This is an optimization exercise on Yosys and OpenROAD, whose aim is a short achievable clock period and few clock cycles, not a production implementation. Only simulation tests tie the RTL to the original design; equivalence was not proved. No activity file was given, so power comes from the tool's default toggle rates.

==> flow/design.v <==
module ost_desc_decode (
    input  wire [63:0] raw_lo,
    input  wire [63:0] raw_hi,
    input  wire        wide,
    output wire [63:0] base,
    output wire [19:0] limit,
    output wire [3:0]  dtype,
    output wire        s,
    output wire [1:0]  dpl,
    output wire        p,
    output wire        avl,
    output wire        l,
    output wire        db,
    output wire        g
);
    assign limit = {raw_lo[51:48], raw_lo[15:0]};
    assign base  = {(wide ? raw_hi[31:0] : 32'h0), raw_lo[63:56], raw_lo[39:32], raw_lo[31:16]};
    assign dtype = raw_lo[43:40];
    assign s     = raw_lo[44];
    assign dpl   = raw_lo[46:45];
    assign p     = raw_lo[47];
    assign avl   = raw_lo[52];
    assign l     = raw_lo[53];
    assign db    = raw_lo[54];
    assign g     = raw_lo[55];
endmodule
module ost_sel_decode (
    input  wire [15:0] sel,
    output wire [1:0]  rpl,
    output wire        ti,
    output wire [12:0] index
);
    assign rpl   = sel[1:0];
    assign ti    = sel[2];
    assign index = sel[15:3];
endmodule
module ost_ddmd (
    input  wire         clk,
    input  wire         rst,
    input  wire         req_valid,
    output wire         req_ready,
    input  wire [31:0]  req_op,
    input  wire [31:0]  req_in_len,
    input  wire [31:0]  req_out_cap,
    input  wire [95:0]  req_in,         
    output wire         resp_valid,
    input  wire         resp_ready,
    output wire [1:0]   resp_status,
    output wire [31:0]  resp_bytes,
    output wire [319:0] resp_out,       
    output wire         prim_valid,
    output wire [2:0]   prim_cmd,
    output wire [63:0]  prim_addr,
    output wire [63:0]  prim_wdata,
    input  wire         prim_ack,
    input  wire [63:0]  prim_rdata,
    input  wire [15:0]  prim_rlimit,
    input  wire         prim_fault,
    output wire         faulted
);
    reg s_idle;      
    reg s_done;      
    reg s_fault;     
    reg s_prim;      
    reg s_msr;       
    reg s_rdsreg, s_sgdt, s_fix, s_memlo, s_memhi;
    reg s_clr;       
    reg ready_q, valid_q, pvalid_q;    
    reg [2:0]   cmd_q;
    reg [63:0]  addr_q;
    reg [63:0]  wdata_q;
    reg [1:0]   status_q;
    reg         bytes3_q, bytes5_q;
    reg [12:0]  idx_q;         
    reg         hi_ok_q;       
    reg [63:0]  out_lo;        
    reg [31:0]  f_base_lo;
    reg [31:0]  f_base_hi;
    reg [3:0]   f_type;
    reg         f_s, f_p, f_avl, f_l, f_db, f_g;
    reg [1:0]   f_dpl;
    reg [63:0]  f_raw_lo;
    reg [63:0]  f_raw_hi;
    assign req_ready   = ready_q;
    assign resp_valid  = valid_q;
    assign faulted     = s_fault;
    assign prim_valid  = pvalid_q;
    assign prim_cmd    = cmd_q;
    assign prim_addr   = addr_q;
    assign prim_wdata  = wdata_q;
    assign resp_status = status_q;
    assign resp_bytes  = {26'd0, bytes5_q, 1'b0, bytes3_q, 3'd0};
    assign resp_out    = {f_raw_hi, f_raw_lo,
                          7'd0, f_g, 7'd0, f_db, 7'd0, f_l, 7'd0, f_avl,
                          7'd0, f_p, 6'd0, f_dpl, 7'd0, f_s, 4'd0, f_type,
                          f_base_hi, f_base_lo, out_lo};
    wire go_rd, go_wr, go_qs;
    wire [1:0] chk_status;
    wire       chk_b3;
    ost_req_check u_chk (
        .op(req_op), .len(req_in_len), .cap(req_out_cap), .seg(req_in[15:0]),
        .go_rd(go_rd), .go_wr(go_wr), .go_qs(go_qs),
        .status(chk_status), .b3(chk_b3)
    );
    wire        sel_ti    = prim_rdata[2];
    wire [12:0] sel_index = prim_rdata[15:3];
    wire sel_res;
    ost_sel_res u_res (.ti(sel_ti), .index(sel_index), .res(sel_res));
    wire [13:0] idx1 = {1'b0, idx_q} + 14'd1;
    wire lo_gt, hi_gt;
    ost_gt16 u_lo (.a({idx_q, 3'b111}), .b(prim_rlimit), .gt(lo_gt));
    ost_gt16 u_hi (.a({idx1[12:0], 3'b111}), .b(prim_rlimit), .gt(hi_gt));
    wire [12:0] ea_sum;
    wire        ea_co_n;
    ost_add13 u_add (.a(prim_rdata[15:3]), .b(idx_q), .s(ea_sum), .co_n(ea_co_n));
    wire acc, a_rd, a_sg, a_sg_n, e_done_n, e_prim_n, e_msr_n, e_rd_n, e_sg_n, e_ml_n;
    wire n_idle, n_ready, n_done, n_valid, n_prim, n_pvalid, n_fault;
    wire n_msr, n_rdsreg, n_sgdt, n_fix, n_memlo, n_memhi, n_clr;
    ost_next_early u_early (
        .rst(rst), .req_valid(req_valid), .resp_ready(resp_ready),
        .ack(prim_ack), .fault(prim_fault), .lo_s(prim_rdata[44]), .hi_ok(hi_ok_q),
        .s_idle(s_idle), .s_done(s_done), .s_prim(s_prim), .s_fault(s_fault),
        .s_msr(s_msr), .s_rdsreg(s_rdsreg), .s_sgdt(s_sgdt), .s_fix(s_fix),
        .s_memlo(s_memlo), .s_memhi(s_memhi), .s_clr(s_clr),
        .acc(acc), .a_rd(a_rd), .a_sg(a_sg), .a_sg_n(a_sg_n),
        .e_done_n(e_done_n), .e_prim_n(e_prim_n), .e_msr_n(e_msr_n), .e_rd_n(e_rd_n),
        .e_sg_n(e_sg_n), .e_ml_n(e_ml_n),
        .n_fault(n_fault), .n_memhi(n_memhi), .n_clr(n_clr)
    );
    ost_next u_next (
        .go_rd(go_rd), .go_wr(go_wr), .go_qs(go_qs), .res(sel_res), .gt(lo_gt), .co_n(ea_co_n),
        .acc(acc), .a_rd(a_rd), .a_sg(a_sg), .a_sg_n(a_sg_n),
        .e_done_n(e_done_n), .e_prim_n(e_prim_n), .e_msr_n(e_msr_n), .e_rd_n(e_rd_n),
        .e_sg_n(e_sg_n), .e_ml_n(e_ml_n),
        .n_done(n_done), .n_done2(n_valid), .n_prim(n_prim), .n_prim2(n_pvalid),
        .n_msr(n_msr), .n_rdsreg(n_rdsreg), .n_sgdt(n_sgdt), .n_fix(n_fix), .n_memlo(n_memlo)
    );
    ost_idle_next u_idle  (.rst(rst), .req_valid(req_valid), .resp_ready(resp_ready),
                           .s_idle(s_idle), .s_done(s_done), .n_idle(n_idle));
    ost_idle_next u_ready (.rst(rst), .req_valid(req_valid), .resp_ready(resp_ready),
                           .s_idle(s_idle), .s_done(s_done), .n_idle(n_ready));
    always @(posedge clk) begin
        s_idle   <= n_idle;
        ready_q  <= n_ready;
        s_done   <= n_done;
        valid_q  <= n_valid;
        s_prim   <= n_prim;
        pvalid_q <= n_pvalid;
        s_fault  <= n_fault;
        s_msr    <= n_msr;
        s_rdsreg <= n_rdsreg;
        s_sgdt   <= n_sgdt;
        s_fix    <= n_fix;
        s_memlo  <= n_memlo;
        s_memhi  <= n_memhi;
        s_clr    <= n_clr;
    end
    wire [63:0] dec_base;
    wire [19:0] dec_limit;
    wire [3:0]  dec_type;
    wire        dec_s, dec_p, dec_avl, dec_l, dec_db, dec_g;
    wire [1:0]  dec_dpl;
    ost_desc_decode u_dec (
        .raw_lo (prim_rdata),
        .raw_hi (64'd0),
        .wide   (1'b0),
        .base   (dec_base),
        .limit  (dec_limit),
        .dtype  (dec_type),
        .s      (dec_s),
        .dpl    (dec_dpl),
        .p      (dec_p),
        .avl    (dec_avl),
        .l      (dec_l),
        .db     (dec_db),
        .g      (dec_g)
    );
    wire in_prim = s_prim | s_fix;
    wire [63:0] wdata_d;
    ost_ao22 #(64) u_wdata (.a({64{s_idle}}), .b(req_in[95:32]), .c({64{~s_idle}}), .d(wdata_q), .y(wdata_d));
    wire [3:0] rq_d;
    ost_ao22 #(4) u_rq (.a({4{s_idle}}), .b({chk_status, chk_b3, go_qs}),
                        .c({4{~s_idle}}), .d({status_q, bytes3_q, bytes5_q}), .y(rq_d));
    always @(posedge clk) begin
        wdata_q <= wdata_d;
        {status_q, bytes3_q, bytes5_q} <= rq_d;
    end
    wire [2:0] cmd_d;
    ost_cmd_next u_cmd (
        .s_idle(s_idle), .s_rdsreg(s_rdsreg), .s_sgdt(s_sgdt), .ack(prim_ack),
        .op(req_op[1:0]), .q(cmd_q), .d(cmd_d)
    );
    always @(posedge clk) cmd_q <= cmd_d;
    wire [63:0] addr_inc;
    assign addr_inc[63:16] = s_fix ? addr_q[63:16] + 48'd1 : addr_q[63:16];
    assign addr_inc[15:0]  = addr_q[15:0];
    wire [63:0] addr_nx8 = {addr_q[63:3] + 61'd1, addr_q[2:0]};
    wire [63:0] addr_o, addr_d;
    ost_addr_other u_aoth (
        .s_idle(s_idle), .s_memlo(s_memlo), .ack(prim_ack),
        .rq(req_in[31:0]), .nx8(addr_nx8), .q(addr_inc), .d(addr_o)
    );
    ost_mux2n #(64) u_amux (
        .s(s_sgdt), .sn(~s_sgdt),
        .a({prim_rdata[63:16], ea_sum, prim_rdata[2:0]}), .b(addr_o), .y(addr_d)
    );
    always @(posedge clk) addr_q <= addr_d;
    wire [12:0] idx_d;
    ost_ao22 #(13) u_idx (.a({13{s_rdsreg}}), .b(sel_index), .c({13{~s_rdsreg}}), .d(idx_q), .y(idx_d));
    wire hi_d;
    ost_ao22 #(1) u_hi_ok (.a(s_sgdt), .b(~hi_gt & ~idx1[13]), .c(~s_sgdt), .d(hi_ok_q), .y(hi_d));
    always @(posedge clk) begin
        idx_q   <= idx_d;
        hi_ok_q <= hi_d;
    end
    wire [63:0] out_lo_new = s_msr   ? prim_rdata :
                             s_memlo ? {12'd0, dec_limit, 7'd0, ~prim_rdata[44], 7'd0, 1'b1, out_lo[15:0]} :
                                       {out_lo[63:16], prim_rdata[15:0]};
    wire [63:0] out_lo_ld = {{48{s_msr | s_memlo}}, {16{s_msr | s_rdsreg}}};
    wire [63:0] out_lo_hd = {{48{~s_idle & ~s_msr & ~s_memlo & ~s_clr}}, {16{~s_idle & ~s_msr & ~s_rdsreg}}};
    wire [63:0] out_lo_d;
    ost_ao22 #(64) u_out_lo (.a(out_lo_ld), .b(out_lo_new), .c(out_lo_hd), .d(out_lo), .y(out_lo_d));
    always @(posedge clk) out_lo <= out_lo_d;
    wire [109:0] lo_new = {dec_base[31:0], dec_type, dec_s, dec_dpl, dec_p, dec_avl,
                           dec_l, dec_db, dec_g, prim_rdata};
    wire [109:0] lo_q   = {f_base_lo, f_type, f_s, f_dpl, f_p, f_avl, f_l, f_db, f_g, f_raw_lo};
    wire [109:0] lo_d;
    ost_ao22 #(110) u_lo_f (.a({110{s_memlo}}), .b(lo_new), .c({110{~s_idle & ~s_memlo & ~s_clr}}), .d(lo_q), .y(lo_d));
    always @(posedge clk)
        {f_base_lo, f_type, f_s, f_dpl, f_p, f_avl, f_l, f_db, f_g, f_raw_lo} <= lo_d;
    wire [95:0] hi_q = {f_base_hi, f_raw_hi};
    wire [95:0] hi_f_d;
    ost_ao22 #(96) u_hi_f (.a({96{s_memhi}}), .b({prim_rdata[31:0], prim_rdata}),
                           .c({96{~s_idle & ~s_memhi}}), .d(hi_q), .y(hi_f_d));
    always @(posedge clk) {f_base_hi, f_raw_hi} <= hi_f_d;
endmodule
module ost_ao22 #(parameter W = 1) (
    input  wire [W-1:0] a,
    input  wire [W-1:0] b,
    input  wire [W-1:0] c,
    input  wire [W-1:0] d,
    output wire [W-1:0] y
);
    assign y = (a & b) | (c & d);
endmodule
module ost_cmd_next (
    input  wire       s_idle, input wire s_rdsreg, input wire s_sgdt, input wire ack,
    input  wire [1:0] op,
    input  wire [2:0] q,
    output wire [2:0] d
);
    wire to_sgdt  = s_rdsreg & ack;
    wire to_memrd = s_sgdt & ack;
    wire hold     = ~s_idle & ~to_sgdt & ~to_memrd;
    assign d[0] = (s_idle & op[1] & ~op[0]) | to_sgdt | (hold & q[0]);
    assign d[1] = (s_idle & op[1] & op[0]) | to_sgdt | (hold & q[1]);
    assign d[2] = to_memrd | (hold & q[2]);
endmodule
module ost_inv (input wire a, output wire y);
    assign y = ~a;
endmodule
module ost_nor2 (input wire a, input wire b, output wire y);
    assign y = ~(a | b);
endmodule
module ost_nand2 (input wire a, input wire b, output wire y);
    assign y = ~(a & b);
endmodule
module ost_nor3 (input wire a, input wire b, input wire c, output wire y);
    assign y = ~(a | b | c);
endmodule
module ost_nand3 (input wire a, input wire b, input wire c, output wire y);
    assign y = ~(a & b & c);
endmodule
module ost_nand4 (input wire a, input wire b, input wire c, input wire d, output wire y);
    assign y = ~(a & b & c & d);
endmodule
module ost_aoi21 (input wire a, input wire b, input wire c, output wire y);
    assign y = ~((a & b) | c);
endmodule
module ost_oai21 (input wire a, input wire b, input wire c, output wire y);
    assign y = ~((a | b) & c);
endmodule
module ost_oai31 (input wire a, input wire b, input wire c, input wire d, output wire y);
    assign y = ~((a | b | c) & d);
endmodule
module ost_xnor2 (input wire a, input wire b, output wire y);
    assign y = ~(a ^ b);
endmodule
module ost_xor2 (input wire a, input wire b, output wire y);
    assign y = a ^ b;
endmodule
module ost_req_check (
    input  wire [31:0] op,
    input  wire [31:0] len,
    input  wire [31:0] cap,
    input  wire [15:0] seg,
    output wire        go_rd,      
    output wire        go_wr,      
    output wire        go_qs,      
    output wire [1:0]  status,     
    output wire        b3          
);
    genvar k;
    wire [14:0] z1o;
    wire [13:0] z1l;
    wire [12:0] z1c;
    wire [6:0]  z1s;
    generate
        for (k = 0; k < 15; k = k + 1) begin : o1
            ost_nor2 u (.a(op[2+2*k]), .b(op[3+2*k]), .y(z1o[k]));
        end
        for (k = 0; k < 14; k = k + 1) begin : l1
            ost_nor2 u (.a(len[4+2*k]), .b(len[5+2*k]), .y(z1l[k]));
        end
        for (k = 0; k < 13; k = k + 1) begin : c1
            ost_nor2 u (.a(cap[6+2*k]), .b(cap[7+2*k]), .y(z1c[k]));
        end
        for (k = 0; k < 6; k = k + 1) begin : s1
            ost_nor2 u (.a(seg[3+2*k]), .b(seg[4+2*k]), .y(z1s[k]));
        end
    endgenerate
    ost_inv   u_s15 (.a(seg[15]), .y(z1s[6]));
    wire zl32, zl321, nl32, zc543, c40n, s21n;
    ost_nor2  u_zl32  (.a(len[3]), .b(len[2]), .y(zl32));
    ost_nor3  u_zl321 (.a(len[3]), .b(len[2]), .c(len[1]), .y(zl321));
    ost_nand2 u_nl32  (.a(len[3]), .b(len[2]), .y(nl32));
    ost_nor3  u_zc543 (.a(cap[5]), .b(cap[4]), .c(cap[3]), .y(zc543));
    ost_oai21 u_c40n  (.a(cap[4]), .b(cap[3]), .c(cap[5]), .y(c40n));
    ost_nand2 u_s21n  (.a(seg[2]), .b(seg[1]), .y(s21n));
    wire op0n, op1n, sel_rd, sel_wr, sel_qs, sel_any;
    ost_inv   u_op0n (.a(op[0]), .y(op0n));
    ost_inv   u_op1n (.a(op[1]), .y(op1n));
    ost_nor2  u_selrd (.a(op[1]), .b(op0n), .y(sel_rd));
    ost_nor2  u_selwr (.a(op1n), .b(op[0]), .y(sel_wr));
    ost_nor2  u_selqs (.a(op1n), .b(op0n), .y(sel_qs));
    ost_nand2 u_selany (.a(op1n), .b(op0n), .y(sel_any));
    wire [4:0] n2o, n2l, n2c;
    wire [2:0] n2s;
    generate
        for (k = 0; k < 5; k = k + 1) begin : o2
            ost_nand3 u (.a(z1o[3*k]), .b(z1o[3*k+1]), .c(z1o[3*k+2]), .y(n2o[k]));
        end
        for (k = 0; k < 4; k = k + 1) begin : l2
            ost_nand3 u (.a(z1l[3*k]), .b(z1l[3*k+1]), .c(z1l[3*k+2]), .y(n2l[k]));
        end
        for (k = 0; k < 3; k = k + 1) begin : c2
            ost_nand3 u (.a(z1c[3*k]), .b(z1c[3*k+1]), .c(z1c[3*k+2]), .y(n2c[k]));
        end
    endgenerate
    ost_nand2 u_l2x (.a(z1l[12]), .b(z1l[13]), .y(n2l[4]));
    ost_nand2 u_c2x (.a(z1c[9]),  .b(z1c[10]), .y(n2c[3]));
    ost_nand2 u_c2y (.a(z1c[11]), .b(z1c[12]), .y(n2c[4]));
    ost_nand3 u_s2a (.a(z1s[0]), .b(z1s[1]), .c(z1s[2]), .y(n2s[0]));
    ost_nand2 u_s2b (.a(z1s[3]), .b(z1s[4]), .y(n2s[1]));
    ost_nand2 u_s2c (.a(z1s[5]), .b(z1s[6]), .y(n2s[2]));
    wire zoa, zob, zla, zlb, zca, zcb, zs;
    ost_nor3 u_zoa (.a(n2o[0]), .b(n2o[1]), .c(n2o[2]), .y(zoa));
    ost_nor2 u_zob (.a(n2o[3]), .b(n2o[4]), .y(zob));
    ost_nor3 u_zla (.a(n2l[0]), .b(n2l[1]), .c(n2l[2]), .y(zla));
    ost_nor2 u_zlb (.a(n2l[3]), .b(n2l[4]), .y(zlb));
    ost_nor3 u_zca (.a(n2c[0]), .b(n2c[1]), .c(n2c[2]), .y(zca));
    ost_nor2 u_zcb (.a(n2c[3]), .b(n2c[4]), .y(zcb));
    ost_nor3 u_zs  (.a(n2s[0]), .b(n2s[1]), .c(n2s[2]), .y(zs));
    wire len_ge4, len_ge2, len_ge12, cap_ge8, cap_ge40;
    ost_nand3 u_lge4  (.a(zla), .b(zlb), .c(zl32),  .y(len_ge4));
    ost_nand3 u_lge2  (.a(zla), .b(zlb), .c(zl321), .y(len_ge2));
    ost_nand3 u_lge12 (.a(zla), .b(zlb), .c(nl32),  .y(len_ge12));
    ost_nand3 u_cge8  (.a(zca), .b(zcb), .c(zc543), .y(cap_ge8));
    ost_nand3 u_cge40 (.a(zca), .b(zcb), .c(c40n),  .y(cap_ge40));
    wire oprd_n, opwr_n, opqs_n, opok_n, seg_bad;
    ost_nand3 u_oprd (.a(zoa), .b(zob), .c(sel_rd),  .y(oprd_n));
    ost_nand3 u_opwr (.a(zoa), .b(zob), .c(sel_wr),  .y(opwr_n));
    ost_nand3 u_opqs (.a(zoa), .b(zob), .c(sel_qs),  .y(opqs_n));
    ost_nand3 u_opok (.a(zoa), .b(zob), .c(sel_any), .y(opok_n));
    ost_nand2 u_segb (.a(zs), .b(s21n), .y(seg_bad));
    wire rds_n, qss_n, wrs_n, op_ok;
    ost_nand2 u_rds (.a(len_ge4), .b(cap_ge8),  .y(rds_n));
    ost_nand2 u_qss (.a(len_ge2), .b(cap_ge40), .y(qss_n));
    ost_inv   u_wrs (.a(len_ge12), .y(wrs_n));
    ost_inv   u_ok  (.a(opok_n), .y(op_ok));
    wire qs_sz;
    ost_nor2 u_gord (.a(oprd_n), .b(rds_n), .y(go_rd));
    ost_nor2 u_gowr (.a(opwr_n), .b(wrs_n), .y(go_wr));
    ost_nor3 u_goqs (.a(opqs_n), .b(qss_n), .c(seg_bad), .y(go_qs));
    ost_nor2 u_qssz (.a(opqs_n), .b(qss_n), .y(qs_sz));
    wire inv_n, b3_n;
    ost_nor3  u_st0 (.a(go_rd), .b(go_wr), .c(qs_sz), .y(status[0]));
    ost_nand2 u_invn (.a(qs_sz), .b(seg_bad), .y(inv_n));
    ost_nand2 u_st1 (.a(op_ok), .b(inv_n), .y(status[1]));
    ost_nor2  u_b3n (.a(go_rd), .b(go_qs), .y(b3_n));
    ost_inv   u_b3  (.a(b3_n), .y(b3));
endmodule
module ost_sel_res (
    input  wire        ti,
    input  wire [12:0] index,
    output wire        res       
);
    wire [6:0] z1;
    wire [2:0] n2;
    wire       z13;
    genvar k;
    generate
        for (k = 0; k < 6; k = k + 1) begin : a
            ost_nor2 u (.a(index[2*k]), .b(index[2*k+1]), .y(z1[k]));
        end
    endgenerate
    ost_inv   u_z12 (.a(index[12]), .y(z1[6]));
    ost_nand3 u_n0 (.a(z1[0]), .b(z1[1]), .c(z1[2]), .y(n2[0]));
    ost_nand2 u_n1 (.a(z1[3]), .b(z1[4]), .y(n2[1]));
    ost_nand2 u_n2 (.a(z1[5]), .b(z1[6]), .y(n2[2]));
    ost_nor3  u_z (.a(n2[0]), .b(n2[1]), .c(n2[2]), .y(z13));
    ost_nor2  u_r (.a(ti), .b(z13), .y(res));
endmodule
module ost_gt16 (
    input  wire [15:0] a,
    input  wire [15:0] b,
    output wire        gt
);
    wire [15:0] an = ~a;
    wire [15:0] g0, p0;
    wire [7:0]  g1n, p1n;
    wire [3:0]  g2, p2;
    wire [1:0]  g3n, p3n;
    genvar i;
    generate
        for (i = 0; i < 16; i = i + 1) begin : l0
            ost_nor2  ug (.a(an[i]), .b(b[i]), .y(g0[i]));
            ost_nand2 up (.a(an[i]), .b(b[i]), .y(p0[i]));
        end
        for (i = 0; i < 8; i = i + 1) begin : l1
            ost_aoi21 ug (.a(p0[2*i+1]), .b(g0[2*i]), .c(g0[2*i+1]), .y(g1n[i]));
            ost_nand2 up (.a(p0[2*i+1]), .b(p0[2*i]), .y(p1n[i]));
        end
        for (i = 0; i < 4; i = i + 1) begin : l2
            ost_oai21 ug (.a(p1n[2*i+1]), .b(g1n[2*i]), .c(g1n[2*i+1]), .y(g2[i]));
            ost_nor2  up (.a(p1n[2*i+1]), .b(p1n[2*i]), .y(p2[i]));
        end
        for (i = 0; i < 2; i = i + 1) begin : l3
            ost_aoi21 ug (.a(p2[2*i+1]), .b(g2[2*i]), .c(g2[2*i+1]), .y(g3n[i]));
            ost_nand2 up (.a(p2[2*i+1]), .b(p2[2*i]), .y(p3n[i]));
        end
    endgenerate
    ost_oai21 u4 (.a(p3n[1]), .b(g3n[0]), .c(g3n[1]), .y(gt));
endmodule
module ost_add13 (
    input  wire [12:0] a,
    input  wire [12:0] b,
    output wire [12:0] s,
    output wire        co_n
);
    wire [12:0] g0n, p0n, t;
    wire [12:0] g1, p1, g2n, p2n, g3, p3, g4n;
    genvar i;
    generate
        for (i = 0; i < 13; i = i + 1) begin : l0
            ost_nand2 ug (.a(a[i]), .b(b[i]), .y(g0n[i]));
            ost_nor2  up (.a(a[i]), .b(b[i]), .y(p0n[i]));
        end
        for (i = 0; i < 13; i = i + 1) begin : l1
            if (i < 1) begin : k
                ost_inv ug (.a(g0n[i]), .y(g1[i]));
                ost_inv up (.a(p0n[i]), .y(p1[i]));
            end else begin : c
                ost_oai21 ug (.a(p0n[i]), .b(g0n[i-1]), .c(g0n[i]), .y(g1[i]));
                ost_nor2  up (.a(p0n[i]), .b(p0n[i-1]), .y(p1[i]));
            end
        end
        for (i = 0; i < 13; i = i + 1) begin : l2
            if (i < 2) begin : k
                ost_inv ug (.a(g1[i]), .y(g2n[i]));
                ost_inv up (.a(p1[i]), .y(p2n[i]));
            end else begin : c
                ost_aoi21 ug (.a(p1[i]), .b(g1[i-2]), .c(g1[i]), .y(g2n[i]));
                ost_nand2 up (.a(p1[i]), .b(p1[i-2]), .y(p2n[i]));
            end
        end
        for (i = 0; i < 13; i = i + 1) begin : l3
            if (i < 4) begin : k
                ost_inv ug (.a(g2n[i]), .y(g3[i]));
                ost_inv up (.a(p2n[i]), .y(p3[i]));
            end else begin : c
                ost_oai21 ug (.a(p2n[i]), .b(g2n[i-4]), .c(g2n[i]), .y(g3[i]));
                ost_nor2  up (.a(p2n[i]), .b(p2n[i-4]), .y(p3[i]));
            end
        end
        for (i = 0; i < 13; i = i + 1) begin : l4
            if (i < 8) begin : k
                ost_inv ug (.a(g3[i]), .y(g4n[i]));
            end else begin : c
                ost_aoi21 ug (.a(p3[i]), .b(g3[i-8]), .c(g3[i]), .y(g4n[i]));
            end
        end
        for (i = 0; i < 13; i = i + 1) begin : sm
            if (i < 1) begin : k
                ost_xnor2 ut (.a(a[i]), .b(b[i]), .y(t[i]));     
                ost_inv   us (.a(t[i]), .y(s[i]));
            end else begin : c
                ost_xor2  ut (.a(a[i]), .b(b[i]), .y(t[i]));     
                ost_xnor2 us (.a(t[i]), .b(g4n[i-1]), .y(s[i]));
            end
        end
    endgenerate
    assign co_n = g4n[12];
endmodule
module ost_next_early (
    input  wire rst, input wire req_valid, input wire resp_ready,
    input  wire ack, input wire fault, input wire lo_s, input wire hi_ok,
    input  wire s_idle, input wire s_done, input wire s_prim, input wire s_fault,
    input  wire s_msr, input wire s_rdsreg, input wire s_sgdt, input wire s_fix,
    input  wire s_memlo, input wire s_memhi, input wire s_clr,
    output wire acc, output wire a_rd, output wire a_sg, output wire a_sg_n,
    output wire e_done_n, output wire e_prim_n, output wire e_msr_n, output wire e_rd_n,
    output wire e_sg_n, output wire e_ml_n,
    output wire n_fault, output wire n_memhi, output wire n_clr
);
    wire rstn = ~rst;
    assign acc    = rstn & s_idle & req_valid;
    assign a_rd   = rstn & ack & s_rdsreg;
    assign a_sg   = rstn & ack & s_sgdt;
    assign a_sg_n = ~(rstn & ack & s_sgdt);
    wire ok = ack & ~fault;
    assign e_done_n = ~(rstn & ((s_done & ~resp_ready) | (ok & (s_msr | s_memhi | (s_memlo & lo_s))) | s_clr));
    assign e_prim_n = ~(rstn & (s_fix | (s_prim & ~ack) | (ok & s_memlo & ~lo_s & hi_ok)));
    assign e_msr_n  = ~(rstn & s_msr & ~ack);
    assign e_rd_n   = ~(rstn & s_rdsreg & ~ack);
    assign e_sg_n   = ~(rstn & s_sgdt & ~ack);
    assign e_ml_n   = ~(rstn & (s_fix | (s_memlo & ~ack)));
    assign n_fault  = rstn & (s_fault | (ack & fault & (s_msr | s_memlo | s_memhi)));
    assign n_memhi  = rstn & ((ok & s_memlo & ~lo_s & hi_ok) | (s_memhi & ~ack));
    assign n_clr    = rstn & ok & s_memlo & ~lo_s & ~hi_ok;
endmodule
module ost_idle_next (
    input  wire rst, input wire req_valid, input wire resp_ready,
    input  wire s_idle, input wire s_done,
    output wire n_idle
);
    assign n_idle = rst | (s_idle & ~req_valid) | (s_done & resp_ready);
endmodule
module ost_next (
    input  wire go_rd, input wire go_wr, input wire go_qs,    
    input  wire res,                                          
    input  wire gt,                                           
    input  wire co_n,                                         
    input  wire acc, input wire a_rd, input wire a_sg, input wire a_sg_n,
    input  wire e_done_n, input wire e_prim_n, input wire e_msr_n, input wire e_rd_n,
    input  wire e_sg_n, input wire e_ml_n,
    output wire n_done, output wire n_done2, output wire n_prim, output wire n_prim2,
    output wire n_msr, output wire n_rdsreg, output wire n_sgdt, output wire n_fix,
    output wire n_memlo
);
    wire go_n, unres, gt_n;
    ost_nor3 u_gon (.a(go_rd), .b(go_wr), .c(go_qs), .y(go_n));
    ost_inv  u_unr (.a(res), .y(unres));
    ost_inv  u_gtn (.a(gt), .y(gt_n));
    wire t_acc_stop, t_acc_go, t_acc_msr, t_acc_qs, t_rd_stop, t_rd_go, t_sg_stop, t_sg_go;
    ost_nand2 u_t1 (.a(acc), .b(go_n), .y(t_acc_stop));
    ost_oai31 u_t2 (.a(go_rd), .b(go_wr), .c(go_qs), .d(acc), .y(t_acc_go));
    ost_oai21 u_t3 (.a(go_rd), .b(go_wr), .c(acc), .y(t_acc_msr));
    ost_nand2 u_t4 (.a(acc), .b(go_qs), .y(t_acc_qs));
    ost_nand2 u_t5 (.a(a_rd), .b(unres), .y(t_rd_stop));
    ost_nand2 u_t6 (.a(a_rd), .b(res), .y(t_rd_go));
    ost_nand2 u_t7 (.a(a_sg), .b(gt), .y(t_sg_stop));
    ost_nand3 u_t8 (.a(a_sg), .b(gt_n), .c(co_n), .y(t_sg_go));
    ost_nand4 u_done  (.a(t_acc_stop), .b(t_rd_stop), .c(t_sg_stop), .d(e_done_n), .y(n_done));
    ost_nand4 u_done2 (.a(t_acc_stop), .b(t_rd_stop), .c(t_sg_stop), .d(e_done_n), .y(n_done2));
    ost_nand4 u_prim  (.a(t_acc_go), .b(t_rd_go), .c(t_sg_go), .d(e_prim_n), .y(n_prim));
    ost_nand4 u_prim2 (.a(t_acc_go), .b(t_rd_go), .c(t_sg_go), .d(e_prim_n), .y(n_prim2));
    ost_nand2 u_msr   (.a(t_acc_msr), .b(e_msr_n), .y(n_msr));
    ost_nand2 u_rdsreg (.a(t_acc_qs), .b(e_rd_n), .y(n_rdsreg));
    ost_nand2 u_sgdt  (.a(t_rd_go), .b(e_sg_n), .y(n_sgdt));
    ost_nor3  u_fix   (.a(a_sg_n), .b(gt), .c(co_n), .y(n_fix));
    ost_nand2 u_memlo (.a(t_sg_go), .b(e_ml_n), .y(n_memlo));
endmodule
module ost_addr_other (
    input  wire        s_idle, input wire s_memlo, input wire ack,
    input  wire [31:0] rq,
    input  wire [63:0] nx8,
    input  wire [63:0] q,
    output wire [63:0] d
);
    assign d = (s_memlo & ack) ? nx8 : (s_idle ? {q[63:32], rq} : q);
endmodule
module ost_mux2n #(parameter W = 1) (
    input  wire         s,       
    input  wire         sn,      
    input  wire [W-1:0] a,
    input  wire [W-1:0] b,
    output wire [W-1:0] y
);
    wire [W-1:0] an, bn;
    genvar i;
    generate
        for (i = 0; i < W; i = i + 1) begin : m
            ost_nand2 ua (.a(s),  .b(a[i]), .y(an[i]));
            ost_nand2 ub (.a(sn), .b(b[i]), .y(bn[i]));
            ost_nand2 uy (.a(an[i]), .b(bn[i]), .y(y[i]));
        end
    endgenerate
endmodule
==> flow/flow/run.sh <==
#!/bin/bash
set -o pipefail
MARGIN=${MARGIN:-7}
bash standard.sh SETUP_SLACK_MARGIN=$MARGIN \
    "BUFFER_PORTS_ARGS=-buffer_cell sky130_fd_sc_hd__buf_4" \
    finish > flow_standard.log 2>&1
rc=$?
cp -r orfs/logs/sky130hd/ost_ddmd/base orfs_logs 2>/dev/null
exit $rc
==> flow/standard.sh <==
#!/bin/bash
# synth_recipe.tcl (not shown) runs the flow's synth.tcl, then flattens the netlist and writes it again
# the make line also repeats each setting of config.mk as NAME=value (left out here)
make -C /OpenROAD-flow-scripts/flow DESIGN_CONFIG=/design/flow/config.mk WORK_HOME=/design/flow/orfs CLKGATE_MAP_FILE= SYNTH_SCRIPT=/design/flow/synth_recipe.tcl "${@:-finish}"
==> flow/config.mk <==
export PLATFORM = sky130hd
export DESIGN_NAME = ost_ddmd
export DESIGN_NICKNAME = ost_ddmd
export VERILOG_FILES = /design/flow/design.v
export SDC_FILE = /design/flow/constraint.sdc
export NUM_CORES = 4
export LEC_CHECK = 0
export CAP_MARGIN = 20
export CORE_AREA = 10 10 310 310
export DIE_AREA = 0 0 320 320
export SLEW_MARGIN = 40
export SYNTH_HIERARCHICAL = 1
export SYNTH_MINIMUM_KEEP_SIZE = 0
==> flow/constraint.sdc <==
create_clock -name core_clock -period 10.0 [get_ports {clk}]
set_input_delay 2.0000 -clock core_clock [delete_from_list [all_inputs] [get_ports {clk}]]
set_output_delay 2.0000 -clock core_clock [all_outputs]
set_load 0.01 [all_outputs]
==> impl_metrics.ini, run 1 <==
[grt]
use_met2_pct = 28.5
grt_pass1_vias = 19900
overflow = 0
gr-usage-met1_pct = 22.5
antenna_found_initial = 12
grt_max_degree = 65
track_usage_pct = 17.6
grt_pass1_wl_um = 137000
grt_use_met3_pct = 4.50
busiest_layer = met2

[sta]
maxSlewHeadroom_pct = 44.5
hold_viol_final = 0
layout_setup_ws_ps = 6850
finalMaxSlewViolations = 0
min_period_ps = 3150
worst_pin_slew_ps = 832
fmax_mhz = 317
fin_crit_sh_pct = 31.5
clock_skew_ps = 24.2
finalSetupViolations = 0
rsz0062_at_grt = true
fin_setup_tns_ps = 0

[layout]
area_delta_synth_final_pct = 54.2
nets = 3377
layout-drive-gt1-share_pct = 49.4
post-route-util_pct = 35.9

[critical_path]
crit_family = flip-flops
path_class = reg2out
crit_path_end_kind = output port
worst-path-buf-inv = 1
critPathRequiredTime_ps = 8000
timing.rr.start = addr_q[16]$_DFF_P_
reg2reg_depth = 9
cpPeakStageDelay_ps = 410
rrSetupSlack_ps = 7100
regToRegEndpoint = addr_q[47]$_DFF_P_
critical-path-slowest-cell = dfxtp_4
start_kind = register
cp.arrival_ps = 1150
startpoint = addr_q[16]$_DFF_P_
cp_cell_sequence = buf_6
worstPathMaxFanout = 2

[clocking]
cts_buffers = 53
cts.clk_slew.worst_paths_ps = 60
cts_max_level = 2
clockBufferDepth = 3
cts_root_buf = clkbuf_16
clk_latency_ps = 620
cts_hold_buf = 0
clock-sinks = 431
tritoncts = done

[flow_run]
drv_cap = 0

[worst_hold_path]
min_to = f_raw_lo[54]$_DFF_P_
hp-class = reg2reg
hold_start = f_raw_lo[54]$_DFF_P_
min_path_cells = 1

[power_and_ir_drop]
p_total_uw = 4360
cellPowerDensity_nw_per_um2 = 137
peakVddDrop_mv = 0.124
leakage_uw = 0.0143

[floorplan]
dieArea_um2 = 102000
die_x_um = 320
io_pins = 767
coreArea_um2 = 88800
dieHeight_um = 320
num_rows = 109
start_util_pct = 23.3

[detailed_routing]
initialDrtViolationCount = 1443
drc = 0
wl_per_cell_um = 22.2
wl_um = 95900
drtPass1Iterations = 5
vias = 20000
antenna_left = 0
via_per_inst = 4.64

[yosys]
avgSynthCellArea_um2 = 9.07
syn_area_um2 = 20700
netlist_instances = 2280
yosys_warnings = 7

[placed_design]
dp_hpwl_um = 70200
gp_congestion = 0.874
pre_cts_ws_ps = 6410
port_buffers = 680

[outcome]
status = complete, no violations
-- worst register-to-register path: cells and delay by family, from the launching register on --
family	cells	cell delay, ps
multiplexers	1	250
buffers and inverters	1	170
AND/OR/NAND/NOR	6	1830
XOR/XNOR	1	140
flip-flops	1	410
-- where the power goes --
group / leakage (uW) / switching, uW / internal, uW
clock network: 0.000883 / 829 / 1190
registers: 0.00369 / 43.8 / 1760
logic: 0.00972 / 288 / 249
-- cells in the final DEF, fill, tap and decap left out, drive strengths merged, types with 7 or more instances in the layout --
master	instances
nand4	42
a21oi	40
a22o	376
diode	7
conb	88
and3	9
clkbuf	69
clkinv	12
xnor2	71
nor2	192
inv	77
nor3	37
mux2i	53
o21ai	88
nand3	86
nand2	365
nand2b	8
buf	903
and2	8
xor2	71
nor4	15
mux2	49
dfxtp	431
-- layout make-up --
type | count | area (um^2)
Fill cell | 8968 | 56900
Multi-Input combinational cell | 1635 | 10700
Sequential cell | 431 | 9300
Timing Repair Buffer | 903 | 8340
Clock buffer | 69 | 1500
Tap cell | 1165 | 1460
Clock inverter | 28 | 317
Inverter | 72 | 270
Antenna cell | 7 | 17.5
-- per-stage QoR --
stage | hold WS (ps) | std cells | area [um^2]
after floorplan | 441 | 2366 | 21200
after global placement | 454 | 4002 | 26300
after detailed placement | 454 | 4004 | 26300
after CTS | 471 | 4274 | 31600
after global routing | 474 | 4306 | 31900
final | 467 | 4310 | 31900
-- registers in the layout, indices dropped and copies added (netlist names), 2 cells and up --
| signal | flops |
|---|---|
| idx_q | 13 |
| wdata_q | 64 |
| f_dpl | 2 |
| f_base_lo | 32 |
| f_type | 4 |
| addr_q | 64 |
| f_base_hi | 32 |
| out_lo | 64 |
| cmd_q | 3 |
| f_raw_hi | 64 |
| status_q | 2 |
| f_raw_lo | 64 |
-- how the worst max path moves through the flow --
stage               cells after the start               end  slack (ps)
finish                                  1     prim_addr[16]        6850
global route                            1     prim_addr[35]        6820
floorplan                               4     f_avl$_DFF_P_        6780
global placement                        9  pvalid_q$_DFF_P_        6410
detailed placement                      9  pvalid_q$_DFF_P_        6410
CTS                                     1     prim_addr[14]        6820
-- metal layers --
metal | vias to the layer above | part of all wire [%]
met5 | - | 0.014
met2 | 705 | 47
met1 | 9675 | 43
met3 | 116 | 7.4
met4 | 2 | 2.7
li1 | 9491 | -
-- what timing repair did --
action,4_1_cts,5_1_grt
endpoints found under the setup margin,415,448
pin swaps,0,2
setup buffers,173,29
gates resized for setup,873,6
Testbench counts, summed over its fixed seeds: cycles 50,336.
==> run 2: changes to the inputs <==
==> flow/flow/run.sh (replaced) <==
#!/bin/bash
set -o pipefail
MARGIN=${MARGIN:-7}
bash standard.sh SETUP_SLACK_MARGIN=$MARGIN finish > flow_standard.log 2>&1
rc=$?
cp -r orfs/logs/sky130hd/ost_ddmd/base orfs_logs 2>/dev/null
exit $rc
==> impl_metrics.ini, run 2 <==
[sta]
layout_setup_ws_ps = 6860
finalSetupViolations = 0
fmax_mhz = 318
worst_pin_slew_ps = 832
clock_skew_ps = 26.1
maxSlewHeadroom_pct = 44.4
finalMaxSlewViolations = 0
hold_viol_final = 0
rsz0062_at_grt = true
fin_crit_sh_pct = 31.4
min_period_ps = 3140
fin_setup_tns_ps = 0

[layout]
area_delta_synth_final_pct = 59.8
layout_common_cells = buf_6 (418), a22o_1 (376), nand2_1 (352), dfxtp_2 (343), buf_4 (212)
layout.cells.non_filler = 4314
post-route-util_pct = 37.2
filler_cell_count = 8916
layout-drive-gt1-share_pct = 43.4
nets = 3380
final_common_cell = buf_6

[critical_path]
crit_family = flip-flops
startpoint = addr_q[8]$_DFF_P_
path_class = reg2out
cpPeakStageDelay_ps = 300
cp_cell_sequence = buf_6, buf_6
critPathRequiredTime_ps = 8000
worst-path-buf-inv = 2
crit_path_end_kind = output port
worstPathMaxFanout = 2
timing.rr.start = addr_q[16]$_DFF_P_
path_common_cell = buf_6
cp.arrival_ps = 1140
critical-path-slowest-cell = dfxtp_1
start_kind = register

[floorplan]
start_util_pct = 23.3
coreArea_um2 = 88800
dieHeight_um = 320
num_rows = 109
die_x_um = 320
io_pins = 767
dieArea_um2 = 102000

[power_and_ir_drop]
leakage_uw = 0.0147
cellPowerDensity_nw_per_um2 = 132
peakVddDrop_mv = 0.168

[clocking]
cts_root_buf = clkbuf_16
tritoncts = done
clock-sinks = 431
cts_max_level = 2
clk_latency_ps = 620
clockBufferDepth = 3
cts.clk_slew.worst_paths_ps = 50
cts_buffers = 51

[flow_run]
drv_cap = 0

[placed_design]
dp_hpwl_um = 71100
port_buffers = 680
pre_cts_ws_ps = 5790
dpl.cell_count = 4012
gp_congestion = 0.882

[detailed_routing]
initialDrtViolationCount = 1477
wl_um = 97800
via_per_inst = 4.64
vias = 20000
drtPass1Iterations = 7
drc = 0
antenna_left = 0
wl_per_cell_um = 22.7

[grt]
track_usage_pct = 17.9
grt_pass1_wl_um = 139000
grt_pass1_vias = 20000
antenna_found_initial = 19
overflow = 0
grt_max_degree = 79

[worst_hold_path]
hold_start = f_raw_lo[53]$_DFF_P_
hp-class = reg2reg

[yosys]
avgSynthCellArea_um2 = 9.07
netlist_instances = 2280
syn_area_um2 = 20700
yosys_warnings = 7

[outcome]
status = complete, no violations
## run 2: what timing repair did
| action | 4_1_cts | 5_1_grt |
|---|---|---|
| pin swaps | 53 | 61 |
| hold buffers | 0 | 0 |
| setup buffers | 176 | 22 |
| gates resized for setup | 2775 | 128 |
| endpoints found under the setup margin | 478 | 448 |
## run 2: power breakdown
part	leakage (uW)	total, uW	switching, uW	internal (uW)
clock	0.000867	1970	815	1160
sequential	0.00369	1800	43.7	1760
combinational	0.0102	574	298	275
## run 2: layout make-up
type,count,area (um^2),area share [%]
Timing Repair Buffer,908,9170,27.7
Sequential cell,431,9310,28.2
Clock buffer,68,1450,4.39
Tap cell,1165,1460,4.41
Clock inverter,27,302,0.912
Inverter,72,270,0.818
Multi-Input combinational cell,1635,11100,33.5
Antenna cell,8,20.0,0.0606
## run 2: final timing paths
| check | endpoint | slack [ps] | cells past startpoint |
|---|---|---|---|
| worst max-delay path | prim_addr[8] | 6860 | 2 |
| worst min-delay path | f_raw_lo[53]$_DFF_P_ | 470 | 1 |
| worst max register to register | addr_q[47]$_DFF_P_ | 7110 | 9 |
| worst min register to register | f_raw_lo[53]$_DFF_P_ | 470 | 1 |
## run 2: worst register-to-register path: cells and delay by family, from the launching register on
family | cells | cell delay (ps)
AND/OR/NAND/NOR | 6 | 1820
multiplexers | 1 | 250
XOR/XNOR | 1 | 150
buffers and inverters | 1 | 170
flip-flops | 1 | 390
## run 2: stage by stage
step / power (uW) / hold WS [ps] / cell area [um^2]
global route: 4520 / 478 / 33000
global placement: 2360 / 451 / 28000
floorplan: 2070 / 441 / 21200
CTS: 4400 / 470 / 32500
detailed placement: 2360 / 452 / 28100
finish: 4350 / 466 / 33100
## run 2: layer usage
metal	up-vias	track usage [%]	wire, um	share of wire, %
met5	-	0	50	0.051
met4	8	5.24	2410	2.5
met3	122	5.74	8400	8.6
met2	708	29.6	46200	47
met1	9659	22.0	40800	42
li1	9509	-	-	-
==> run 3: changes to the inputs <==
--- a/flow/design.v
+++ b/flow/design.v
@@ -72,4 +72,8 @@
     reg [1:0]   status_q;
     reg         bytes3_q, bytes5_q;
+    reg [2:0]   cmd_o;
+    reg [63:0]  addr_o;
+    reg [63:0]  wdata_o;
+    reg [3:0]   rq_o;
     reg [12:0]  idx_q;         
     reg         hi_ok_q;       
@@ -86,9 +90,9 @@
     assign faulted     = s_fault;
     assign prim_valid  = pvalid_q;
-    assign prim_cmd    = cmd_q;
-    assign prim_addr   = addr_q;
-    assign prim_wdata  = wdata_q;
-    assign resp_status = status_q;
-    assign resp_bytes  = {26'd0, bytes5_q, 1'b0, bytes3_q, 3'd0};
+    assign prim_cmd    = cmd_o;
+    assign prim_addr   = addr_o;
+    assign prim_wdata  = wdata_o;
+    assign resp_status = rq_o[3:2];
+    assign resp_bytes  = {26'd0, rq_o[0], 1'b0, rq_o[1], 3'd0};
     assign resp_out    = {f_raw_hi, f_raw_lo,
                           7'd0, f_g, 7'd0, f_db, 7'd0, f_l, 7'd0, f_avl,
@@ -179,10 +183,16 @@
     wire [63:0] wdata_d;
     ost_ao22 #(64) u_wdata (.a({64{s_idle}}), .b(req_in[95:32]), .c({64{~s_idle}}), .d(wdata_q), .y(wdata_d));
-    wire [3:0] rq_d;
+    wire [63:0] wdata_od;
+    ost_ao22 #(64) u_wdata_o (.a({64{s_idle}}), .b(req_in[95:32]), .c({64{~s_idle}}), .d(wdata_q), .y(wdata_od));
+    wire [3:0] rq_d, rq_od;
     ost_ao22 #(4) u_rq (.a({4{s_idle}}), .b({chk_status, chk_b3, go_qs}),
                         .c({4{~s_idle}}), .d({status_q, bytes3_q, bytes5_q}), .y(rq_d));
+    ost_ao22 #(4) u_rq_o (.a({4{s_idle}}), .b({chk_status, chk_b3, go_qs}),
+                          .c({4{~s_idle}}), .d({status_q, bytes3_q, bytes5_q}), .y(rq_od));
     always @(posedge clk) begin
         wdata_q <= wdata_d;
+        wdata_o <= wdata_od;
         {status_q, bytes3_q, bytes5_q} <= rq_d;
+        rq_o    <= rq_od;
     end
     wire [2:0] cmd_d;
@@ -191,19 +201,34 @@
         .op(req_op[1:0]), .q(cmd_q), .d(cmd_d)
     );
-    always @(posedge clk) cmd_q <= cmd_d;
+    wire [2:0] cmd_od;
+    ost_cmd_next u_cmd_o (
+        .s_idle(s_idle), .s_rdsreg(s_rdsreg), .s_sgdt(s_sgdt), .ack(prim_ack),
+        .op(req_op[1:0]), .q(cmd_q), .d(cmd_od)
+    );
+    always @(posedge clk) begin
+        cmd_q <= cmd_d;
+        cmd_o <= cmd_od;
+    end
     wire [63:0] addr_inc;
     assign addr_inc[63:16] = s_fix ? addr_q[63:16] + 48'd1 : addr_q[63:16];
     assign addr_inc[15:0]  = addr_q[15:0];
     wire [63:0] addr_nx8 = {addr_q[63:3] + 61'd1, addr_q[2:0]};
-    wire [63:0] addr_o, addr_d;
+    wire [63:0] addr_oth, addr_d, addr_od;
     ost_addr_other u_aoth (
         .s_idle(s_idle), .s_memlo(s_memlo), .ack(prim_ack),
-        .rq(req_in[31:0]), .nx8(addr_nx8), .q(addr_inc), .d(addr_o)
+        .rq(req_in[31:0]), .nx8(addr_nx8), .q(addr_inc), .d(addr_oth)
     );
     ost_mux2n #(64) u_amux (
         .s(s_sgdt), .sn(~s_sgdt),
-        .a({prim_rdata[63:16], ea_sum, prim_rdata[2:0]}), .b(addr_o), .y(addr_d)
+        .a({prim_rdata[63:16], ea_sum, prim_rdata[2:0]}), .b(addr_oth), .y(addr_d)
     );
-    always @(posedge clk) addr_q <= addr_d;
+    ost_mux2n #(64) u_amux_o (
+        .s(s_sgdt), .sn(~s_sgdt),
+        .a({prim_rdata[63:16], ea_sum, prim_rdata[2:0]}), .b(addr_oth), .y(addr_od)
+    );
+    always @(posedge clk) begin
+        addr_q <= addr_d;
+        addr_o <= addr_od;
+    end
     wire [12:0] idx_d;
     ost_ao22 #(13) u_idx (.a({13{s_rdsreg}}), .b(sel_index), .c({13{~s_rdsreg}}), .d(idx_q), .y(idx_d));
==> flow/flow/run.sh (replaced) <==
#!/bin/bash
set -o pipefail
MARGIN=${MARGIN:-7}
bash standard.sh SETUP_SLACK_MARGIN=$MARGIN \
    "BUFFER_PORTS_ARGS=-buffer_cell sky130_fd_sc_hd__buf_4" \
    finish > flow_standard.log 2>&1
rc=$?
cp -r orfs/logs/sky130hd/ost_ddmd/base orfs_logs 2>/dev/null
exit $rc
==> impl_metrics.ini, run 3 <==
[clocking]
cts.clk_slew.worst_paths_ps = 60
clockBufferDepth = 3
cts_root_buf = clkbuf_16
clk_latency_ps = 640
clock-sinks = 566
cts_max_level = 3
cts_buffers = 68
tritoncts = done

[layout]
final_common_cell = nand2_1
layout-drive-gt1-share_pct = 42.6
layout_common_cells = nand2_1 (557), a22o_1 (444), buf_6 (412), dfxtp_2 (403), buf_4 (398)
nets = 3708
post-route-util_pct = 40.2
area_delta_synth_final_pct = 44.7
layout.cells.non_filler = 4645
design_area_um2 = 35700

[detailed_routing]
wl_um = 103000
via_per_inst = 4.80
wl_per_cell_um = 22.2
drtPass1Iterations = 5
antenna_left = 0
drc = 0
vias = 22300
initialDrtViolationCount = 1594

[floorplan]
start_util_pct = 27.8
io_pins = 767
coreArea_um2 = 88800
num_rows = 109
dieArea_um2 = 102000
die_x_um = 320
dieHeight_um = 320

[critical_path]
reg2reg_depth = 8
cp.arrival_ps = 1140
cpPeakStageDelay_ps = 380
crit_family = flip-flops
crit_path_end_kind = output port
cp_cell_sequence = buf_6
regToRegEndpoint = addr_o[47]$_DFF_P_
rrSetupSlack_ps = 7120
start_kind = register
worst-path-buf-inv = 1
critical-path-slowest-cell = dfxtp_4
timing.rr.start = addr_q[34]$_DFF_P_
path_class = reg2out
critPathRequiredTime_ps = 8000
worstPathMaxFanout = 1

[sta]
worst_pin_slew_ps = 812
fin_crit_sh_pct = 31.4
maxSlewHeadroom_pct = 45.8
fmax_mhz = 319
finalSetupViolations = 0
holdWs_ps = 463
clock_skew_ps = 25.3
rsz0062_at_grt = true
fin_setup_tns_ps = 0
finalMaxSlewViolations = 0
hold_viol_final = 0
min_period_ps = 3140

[grt]
track_usage_pct = 19.2
antenna_found_initial = 19
grt_pass1_wl_um = 149000
overflow = 0
grt_max_degree = 99
grt_pass1_vias = 21900

[placed_design]
port_buffers = 680
gp_congestion = 0.918
dpl.cell_count = 4411
dp_hpwl_um = 76500
place_area_um2 = 30400

[power_and_ir_drop]
peakVddDrop_mv = 0.102
leakage_uw = 0.0160
cellPowerDensity_nw_per_um2 = 154

[worst_hold_path]
hold_start = wdata_q[60]$_DFF_P_
min_to = wdata_o[60]$_DFF_P_
hp-class = reg2reg
min_path_cells = 1

[yosys]
avgSynthCellArea_um2 = 9.24
yosys_warnings = 7
syn_area_um2 = 24600
netlist_instances = 2667

[flow_run]
drv_cap = 0

[outcome]
status = complete, no violations
## run 3: cell type report
| class | instances | area (um^2) |
|---|---|---|
| Fill cell | 8746 | 53100 |
| Multi-Input combinational cell | 1903 | 12100 |
| Sequential cell | 566 | 11900 |
| Timing Repair Buffer | 814 | 7700 |
| Clock buffer | 100 | 2060 |
| Tap cell | 1165 | 1460 |
| Inverter | 74 | 285 |
| Clock inverter | 18 | 191 |
| Antenna cell | 5 | 12.5 |
## run 3: per-layer routing
metal  part of all wire [%]  track usage [%]  vias up
li1                       -                -    10700
met1                     44             24.5    10700
met2                     46             30.5      735
met3                    8.1             6.21      140
met4                    2.2             5.40       14
met5                   0.10                0        -
## run 3: what timing repair did
item,4_1_cts,5_1_grt
pin swaps,0,3
endpoints found under the setup margin,480,447
resized for setup,806,29
buffers inserted,91,20
hold buffers,0,0
## run 3: worst max path at each step
stage	cells after the start	startpoint	end	slack (ps)
floorplan	4	s_memlo$_DFF_P_	f_avl$_DFF_P_	6720
global placement	6	prim_ack	addr_o[18]$_DFF_P_	5960
detailed placement	6	prim_ack	addr_o[16]$_DFF_P_	5980
CTS	1	addr_o[3]$_DFF_P_	prim_addr[3]	6800
global route	1	addr_o[3]$_DFF_P_	prim_addr[3]	6810
finish	1	addr_o[3]$_DFF_P_	prim_addr[3]	6860
## run 3: through the flow
stage / worst slack [ps] / total power, uW
after floorplan: 6720 / 2720
after global placement: 5960 / 2980
after detailed placement: 5980 / 2990
after CTS: 6800 / 5550
after global routing: 6810 / 5690
final: 6860 / 5480
## run 3: power by group
part	internal (uW)	switching (uW)	leakage, uW
combinational	255	297	0.0101
clock	1480	1020	0.00110
sequential	2350	72.9	0.00480
total	4090	1390	0.0160
Testbench counts of run 3, summed over its fixed seeds: cycles 50,336.
==> run 4: changes to the inputs <==
--- a/flow/config.mk
+++ b/flow/config.mk
@@ -7,6 +7,6 @@
 export LEC_CHECK = 0
 export CAP_MARGIN = 20
-export CORE_AREA = 10 10 310 310
-export DIE_AREA = 0 0 320 320
+export CORE_AREA = 5 5 235 235
+export DIE_AREA = 0 0 240 240
 export SLEW_MARGIN = 40
 export SYNTH_HIERARCHICAL = 1
==> impl_metrics.ini, run 4 <==
[layout]
layout_common_cells = nand2_1 (557), a22o_1 (444), buf_6 (410), dfxtp_2 (405), buf_4 (403)
area_delta_synth_final_pct = 41.7
filler_cell_count = 4183
final_common_cell = nand2_1
layout-drive-gt1-share_pct = 42.6
post-route-util_pct = 66.6
n_antenna_cell = 0
nets = 3701
layout.cells.non_filler = 4154
design_area_um2 = 34900

[critical_path]
worstPathMaxFanout = 1
cp_cell_sequence = buf_6
crit_family = flip-flops
critPathRequiredTime_ps = 8000
cp.arrival_ps = 1100
timing.rr.start = addr_q[34]$_DFF_P_
critical-path-slowest-cell = dfxtp_4
path_class = reg2out
cpPeakStageDelay_ps = 360
reg2reg_depth = 8
regToRegEndpoint = addr_q[47]$_DFF_P_
worst-path-buf-inv = 1
rrSetupSlack_ps = 7110
start_kind = register
crit_path_end_kind = output port

[sta]
holdWs_ps = 459
fmax_mhz = 323
rsz0062_at_grt = true
fin_setup_tns_ps = 0
maxSlewHeadroom_pct = 39.9
clock_skew_ps = 18.5
min_period_ps = 3100
hold_viol_final = 0
fin_crit_sh_pct = 31.0
finalMaxSlewViolations = 0
worst_pin_slew_ps = 895
finalSetupViolations = 0

[placed_design]
port_buffers = 680
dp_hpwl_um = 66700
place_area_um2 = 29800
dpl.cell_count = 3930
gp_congestion = 0.947

[yosys]
netlist_instances = 2667
yosys_warnings = 7
avgSynthCellArea_um2 = 9.24
syn_area_um2 = 24600

[power_and_ir_drop]
leakage_uw = 0.0159
peakVddDrop_mv = 0.153
cellPowerDensity_nw_per_um2 = 152

[detailed_routing]
drc = 0
vias = 22800
initialDrtViolationCount = 1503
drtPass1Iterations = 7
wl_um = 92100
via_per_inst = 5.48
antenna_left = 0
wl_per_cell_um = 22.2

[floorplan]
start_util_pct = 47.0
io_pins = 767
dieHeight_um = 240
num_rows = 84
dieArea_um2 = 57600
die_x_um = 240
coreArea_um2 = 52400

[clocking]
cts_root_buf = clkbuf_16
cts.clk_slew.worst_paths_ps = 60
clockBufferDepth = 3
cts_hold_buf = 0
clk_latency_ps = 620
clock-sinks = 566
cts_max_level = 2
cts_buffers = 58
tritoncts = done

[grt]
overflow = 0
track_usage_pct = 29.9
grt_max_degree = 82
grt_pass1_vias = 22000
grt_pass1_wl_um = 136000
antenna_found_initial = 3

[worst_hold_path]
hp-class = reg2reg
hold_start = wdata_q[1]$_DFF_P_
min_path_cells = 1
min_to = wdata_o[1]$_DFF_P_

[flow_run]
drv_cap = 0

[outcome]
status = complete, no violations
[run 4: worst max path at each step]
stage                                   from                end  slack [ps]  cells after the start
after global placement              prim_ack  addr_o[6]$_DFF_P_        6140                      6
after floorplan              s_memlo$_DFF_P_      f_avl$_DFF_P_        6720                      4
after detailed placement            prim_ack  addr_o[6]$_DFF_P_        6130                      6
after CTS                 addr_o[10]$_DFF_P_      prim_addr[10]        6860                      1
final                     addr_o[10]$_DFF_P_      prim_addr[10]        6900                      1
after global routing      out_lo[36]$_DFF_P_       resp_out[36]        6870                      1
[run 4: area by class of cell]
type                       instances  area (um^2)  area share (%)
multi-input combinational       1903        12100            34.6
sequential                       566        11900            34.0
timing repair buffer             817         7740            22.2
clock buffer                      78         1680            4.81
tap                              688          861            2.47
clock inverter                    28          417            1.19
inverter                          74          285           0.817
[run 4: per-layer routing]
layer  global-route usage, %  up-vias  wire length, um
met1                    40.4    11100            39300
met3                    7.83       90             7980
met4                    5.61        0             1410
li1                        -    10700                -
met5                       0        -                0
met2                    49.0      876            43400
[run 4: through the flow]
stage               power (uW)  setup WS, ps
finish                    5310          6900
global route              5480          6870
detailed placement        2970          6130
CTS                       5340          6860
floorplan                 2720          6720
global placement          2950          6140
[run 4: worst register-to-register path, stage by stage, from the launching register on]
cell and delay (ps):
dfxtp_1 590, nand4_1 320, or2_2 420, or3_4 430, or4_4 470, xnor2_2 160
mux2_4 270, nand2_1 60, nand2_1 50
[run 4: repair_timing]
action / CTS / global route
cloned: 0 / 0
buffers inserted: 96 / 20
pin swaps: 0 / 2
gates resized for setup: 811 / 18
setup endpoints to repair: 451 / 438
[run 4: report_power, final]
| part | internal (uW) | switching (uW) | leakage (uW) |
|---|---|---|---|
| Sequential | 2350 | 74.4 | 0.00480 |
| Combinational | 255 | 287 | 0.0101 |
| Clock | 1390 | 949 | 0.00102 |
==> run 5: changes to the inputs <==
--- a/flow/config.mk
+++ b/flow/config.mk
@@ -8,4 +8,6 @@
 export CAP_MARGIN = 20
 export CORE_AREA = 5 5 235 235
+export CTS_CLUSTER_DIAMETER = 100
+export CTS_CLUSTER_SIZE = 24
 export DIE_AREA = 0 0 240 240
 export SLEW_MARGIN = 40
==> impl_metrics.ini, run 5 <==
[worst_hold_path]
min_path_cells = 1
hp-class = reg2reg

[layout]
nets = 3664
final_common_cell = nand2_1
layout_common_cells = nand2_1 (557), a22o_1 (444), buf_6 (410), dfxtp_2 (404), buf_4 (397)
layout-drive-gt1-share_pct = 41.5
area_delta_synth_final_pct = 36.1
filler_cell_count = 4361
layout.cells.non_filler = 4076
post-route-util_pct = 63.9

[grt]
antenna_found_initial = 4
grt_pass1_vias = 21700
overflow = 0
grt_max_degree = 82
grt_pass1_wl_um = 134000
track_usage_pct = 29.4

[critical_path]
critPathRequiredTime_ps = 8000
crit_path_end_kind = output port
reg2reg_depth = 8
cp.arrival_ps = 1100
cp_cell_sequence = buf_6
worstPathMaxFanout = 2
worst-path-buf-inv = 1
start_kind = register
rrSetupSlack_ps = 7160
regToRegEndpoint = addr_q[47]$_DFF_P_
cpPeakStageDelay_ps = 370
startpoint = f_base_hi[0]$_DFF_P_
cp_num_cells = 1
path_class = reg2out
timing.rr.start = addr_q[34]$_DFF_P_
crit_path_end = resp_out[96]
crit_family = flip-flops
critical-path-slowest-cell = dfxtp_2

[sta]
fin_crit_sh_pct = 31.0
fmax_mhz = 323
rsz0062_at_grt = true
clock_skew_ps = 29.6
finalMaxSlewViolations = 0
finalSetupViolations = 0
hold_viol_final = 0
worst_pin_slew_ps = 925
fin_setup_tns_ps = 0
maxSlewHeadroom_pct = 37.9
min_period_ps = 3100

[power_and_ir_drop]
leakage_uw = 0.0153
peakVddDrop_mv = 0.123
cellPowerDensity_nw_per_um2 = 126
p_total_uw = 4230

[yosys]
yosys_warnings = 7
syn_area_um2 = 24600
avgSynthCellArea_um2 = 9.24
netlist_instances = 2667

[clocking]
clk_latency_ps = 620
cts_root_buf = clkbuf_16
cts.clk_slew.worst_paths_ps = 90
cts_hold_buf = 0
tritoncts = done
clock-sinks = 566
cts_buffers = 28
clockBufferDepth = 3
cts_max_level = 1

[floorplan]
start_util_pct = 47.0
num_rows = 84
io_pins = 767
die_x_um = 240
dieHeight_um = 240
coreArea_um2 = 52400
dieArea_um2 = 57600

[detailed_routing]
via_per_inst = 5.48
antenna_left = 0
wl_um = 90700
initialDrtViolationCount = 1520
drc = 0
drtPass1Iterations = 5
vias = 22300
wl_per_cell_um = 22.2

[outcome]
status = complete, no violations

[flow_run]
drv_cap = 0

[placed_design]
gp_congestion = 0.947
dp_hpwl_um = 66700
port_buffers = 680
dpl.cell_count = 3930
-- run 5: metal layers --
metal  routed length, um  GRT usage [%]
met4                1320           4.38
met5                   0              0
met3                7260           6.87
met2               42800           48.8
met1               39200           40.4
-- run 5: repair_timing --
item                                    4_1_cts  5_1_grt
pin swaps                                     0        2
endpoints found under the setup margin      452      443
resized for setup                           810       21
endpoints found under the hold margin         0        0
buffers inserted                             92       18
-- run 5: layout make-up --
| type | count | area, um^2 | share of cell area, % |
|---|---|---|---|
| Antenna cell | 1 | 2.50 | 0.00746 |
| Clock buffer | 31 | 733 | 2.19 |
| Clock inverter | 3 | 36.3 | 0.108 |
| Inverter | 74 | 285 | 0.851 |
| Multi-Input combinational cell | 1903 | 12100 | 36.0 |
| Sequential cell | 566 | 11900 | 35.4 |
| Tap cell | 688 | 861 | 2.57 |
| Timing Repair Buffer | 810 | 7670 | 22.9 |
-- run 5: worst min-delay path by stage --
stage | start | to | slack, ps
finish | wdata_q[30]$_DFF_P_ | wdata_o[30]$_DFF_P_ | 470
CTS | wdata_q[1]$_DFF_P_ | wdata_o[1]$_DFF_P_ | 470
floorplan | bytes3_q$_DFF_P_ | bytes3_q$_DFF_P_ | 440
global route | wdata_q[41]$_DFF_P_ | wdata_o[41]$_DFF_P_ | 490
detailed placement | wdata_q[30]$_DFF_P_ | wdata_o[30]$_DFF_P_ | 450
global placement | wdata_q[27]$_DFF_P_ | wdata_o[27]$_DFF_P_ | 450
-- run 5: report_power, final --
| group | internal (uW) | switching, uW | leakage (uW) | total [uW] |
|---|---|---|---|---|
| Clock | 529 | 735 | 0.000378 | 1260 |
| Combinational | 256 | 286 | 0.0101 | 542 |
| Sequential | 2350 | 74.1 | 0.00480 | 2420 |
| Total | 3130 | 1100 | 0.0153 | 4230 |
-- run 5: through the flow --
step	hold slack, ps	setup slack (ps)	area, um^2
5_1_grt	490	6870	33500
3_3_place_gp	449	6140	29700
3_5_place_dp	448	6130	29800
6_report	473	6900	33500
2_1_floorplan	441	6720	25100
4_1_cts	470	6870	33300
==> run 6: changes to the inputs <==
--- a/flow/config.mk
+++ b/flow/config.mk
@@ -7,8 +7,6 @@
 export LEC_CHECK = 0
 export CAP_MARGIN = 20
-export CORE_AREA = 5 5 235 235
-export CTS_CLUSTER_DIAMETER = 100
-export CTS_CLUSTER_SIZE = 24
-export DIE_AREA = 0 0 240 240
+export CORE_AREA = 5 5 265 265
+export DIE_AREA = 0 0 270 270
 export SLEW_MARGIN = 40
 export SYNTH_HIERARCHICAL = 1
==> impl_metrics.ini, run 6 <==
[outcome]
status = complete, no violations

[worst_hold_path]
hp-class = reg2reg

[yosys]
netlist_instances = 2667
avgSynthCellArea_um2 = 9.24
syn_area_um2 = 24600
yosys_warnings = 7

[detailed_routing]
wl_per_cell_um = 20.9
drc = 0
vias = 22000
initialDrtViolationCount = 1537
drtPass1Iterations = 5
via_per_inst = 5.07
wl_um = 90600
antenna_left = 0

[critical_path]
cp_cell_sequence = buf_6
start_kind = register
critPathRequiredTime_ps = 8000
worstPathMaxFanout = 1
critical-path-slowest-cell = dfxtp_2
worst-path-buf-inv = 1
path_class = reg2out
crit_path_end_kind = output port
cp.arrival_ps = 1100
crit_family = flip-flops
cpPeakStageDelay_ps = 360

[clocking]
cts_buffers = 61
clk_latency_ps = 620
tritoncts = done
clockBufferDepth = 3
cts_root_buf = clkbuf_16
clock-sinks = 566
cts_max_level = 2
cts.clk_slew.worst_paths_ps = 60

[sta]
maxSlewHeadroom_pct = 45.7
fin_crit_sh_pct = 31.0
finalMaxSlewViolations = 0
hold_viol_final = 0
fin_setup_tns_ps = 0
fmax_mhz = 323
finalSetupViolations = 0
min_period_ps = 3100
clock_skew_ps = 21.7
worst_pin_slew_ps = 808
rsz0062_at_grt = true

[grt]
grt_pass1_wl_um = 135000
overflow = 0
grt_pass1_vias = 20900
grt_max_degree = 105
track_usage_pct = 23.3
antenna_found_initial = 4

[floorplan]
coreArea_um2 = 67200
io_pins = 767
die_x_um = 270
start_util_pct = 36.7
dieArea_um2 = 72900
num_rows = 95
dieHeight_um = 270

[layout]
post-route-util_pct = 52.2
layout-drive-gt1-share_pct = 42.4
design_area_um2 = 35100
area_delta_synth_final_pct = 42.3
layout_common_cells = nand2_1 (556), a22o_1 (444), buf_6 (410), dfxtp_2 (403), buf_4 (399)
nets = 3699
final_common_cell = nand2_1

[placed_design]
place_area_um2 = 30000
port_buffers = 680
gp_congestion = 0.925
dp_hpwl_um = 65100

[flow_run]
drv_cap = 0

[power_and_ir_drop]
leakage_uw = 0.0159
peakVddDrop_mv = 0.129
cellPowerDensity_nw_per_um2 = 150
run 6: cell type report:
type | instances | area, um^2
clock buffers | 94 | 1860
flip-flops and latches | 566 | 11900
multi-input cells | 1903 | 12100
fillers | 6192 | 32100
repair buffers | 812 | 7670
well taps | 873 | 1090
clock inverters | 20 | 203
diodes | 1 | 2.50
inverters | 74 | 285
run 6: through the flow:
step / total power [uW] / worst slack (ps) / hold WS [ps] / instances
2_1_floorplan: 2720 / 6720 / 441 / 2753
6_report: 5250 / 6900 / 464 / 4343
3_3_place_gp: 2960 / 6280 / 446 / 4117
3_5_place_dp: 2970 / 6280 / 448 / 4118
4_1_cts: 5300 / 6860 / 463 / 4321
5_1_grt: 5460 / 6850 / 479 / 4342
run 6: per-layer routing:
| metal | up-vias | wire length (um) | track usage, % |
|---|---|---|---|
| li1 | 10700 | - | - |
| met1 | 10400 | 40300 | 32.1 |
| met2 | 791 | 41800 | 37.8 |
| met3 | 93 | 7150 | 5.84 |
| met4 | 6 | 1270 | 4.08 |
| met5 | - | 47 | 0 |
run 6: final timing paths:
kind	start	endpoint	slack (ps)	cells past startpoint
setup / recovery	addr_o[23]$_DFF_P_	prim_addr[23]	6900	1
hold reg to reg	wdata_q[24]$_DFF_P_	wdata_o[24]$_DFF_P_	460	1
setup reg to reg	addr_q[34]$_DFF_P_	addr_o[47]$_DFF_P_	7100	8
hold / removal	wdata_q[24]$_DFF_P_	wdata_o[24]$_DFF_P_	460	1
run 6: repair_timing:
action                     in CTS  in global routing
cloned                          0                  0
buffers inserted               89                 20
hold buffers                    0                  0
setup endpoints to repair     419                436
gates resized for setup       792                 37
pin swaps                       0                  3
run 6: power by group:
group / leakage, uW / switching [uW] / total, uW / internal [uW]
logic: 0.0101 / 289 / 542 / 253
clock network: 0.00102 / 952 / 2290 / 1340
registers: 0.00480 / 66.0 / 2420 / 2350

## what the ideal ports hide
Ports are ideal in the flow. The routed layouts listed here were re-timed in OpenROAD. Step 1 assumes that a clkbuf_16 drives the clock port and a buf_2 every other input. Step 2, shift: input delay + t, output delay - t, t = (earliest + latest rising clock arrival at the registers) / 2. This alone moves slack from input paths to output paths. Slacks: ideal / step 1 / step 2; pairs: ideal / step 1.
run | t, ns | setup slack, ns | hold slack, ns | pins driven straight from the clock port
run 1 | 0.661 | 6.849 / 6.799 / 6.485 | 0.467 / 0.467 / 0.467 | 1
run 2 | 0.661 | 6.860 / 6.809 / 6.326 | 0.466 / 0.466 / 0.466 | 1
run 3 | 0.688 | 6.862 / 6.799 / 6.303 | 0.463 / 0.463 / 0.463 | 1
run 4 | 0.673 | 6.900 / 6.839 / 6.399 | 0.459 / 0.459 / 0.459 | 1
run 5 | 0.663 | 6.904 / 6.844 / 6.451 | 0.473 / 0.473 / 0.473 | 1
run 6 | 0.668 | 6.902 / 6.841 / 6.403 | 0.464 / 0.464 / 0.464 | 1
After both steps every run listed still meets setup and hold. For run 3, which loses most, drivers alone change the setup slack by -0.063 ns; drivers and shift together by -0.559 ns.
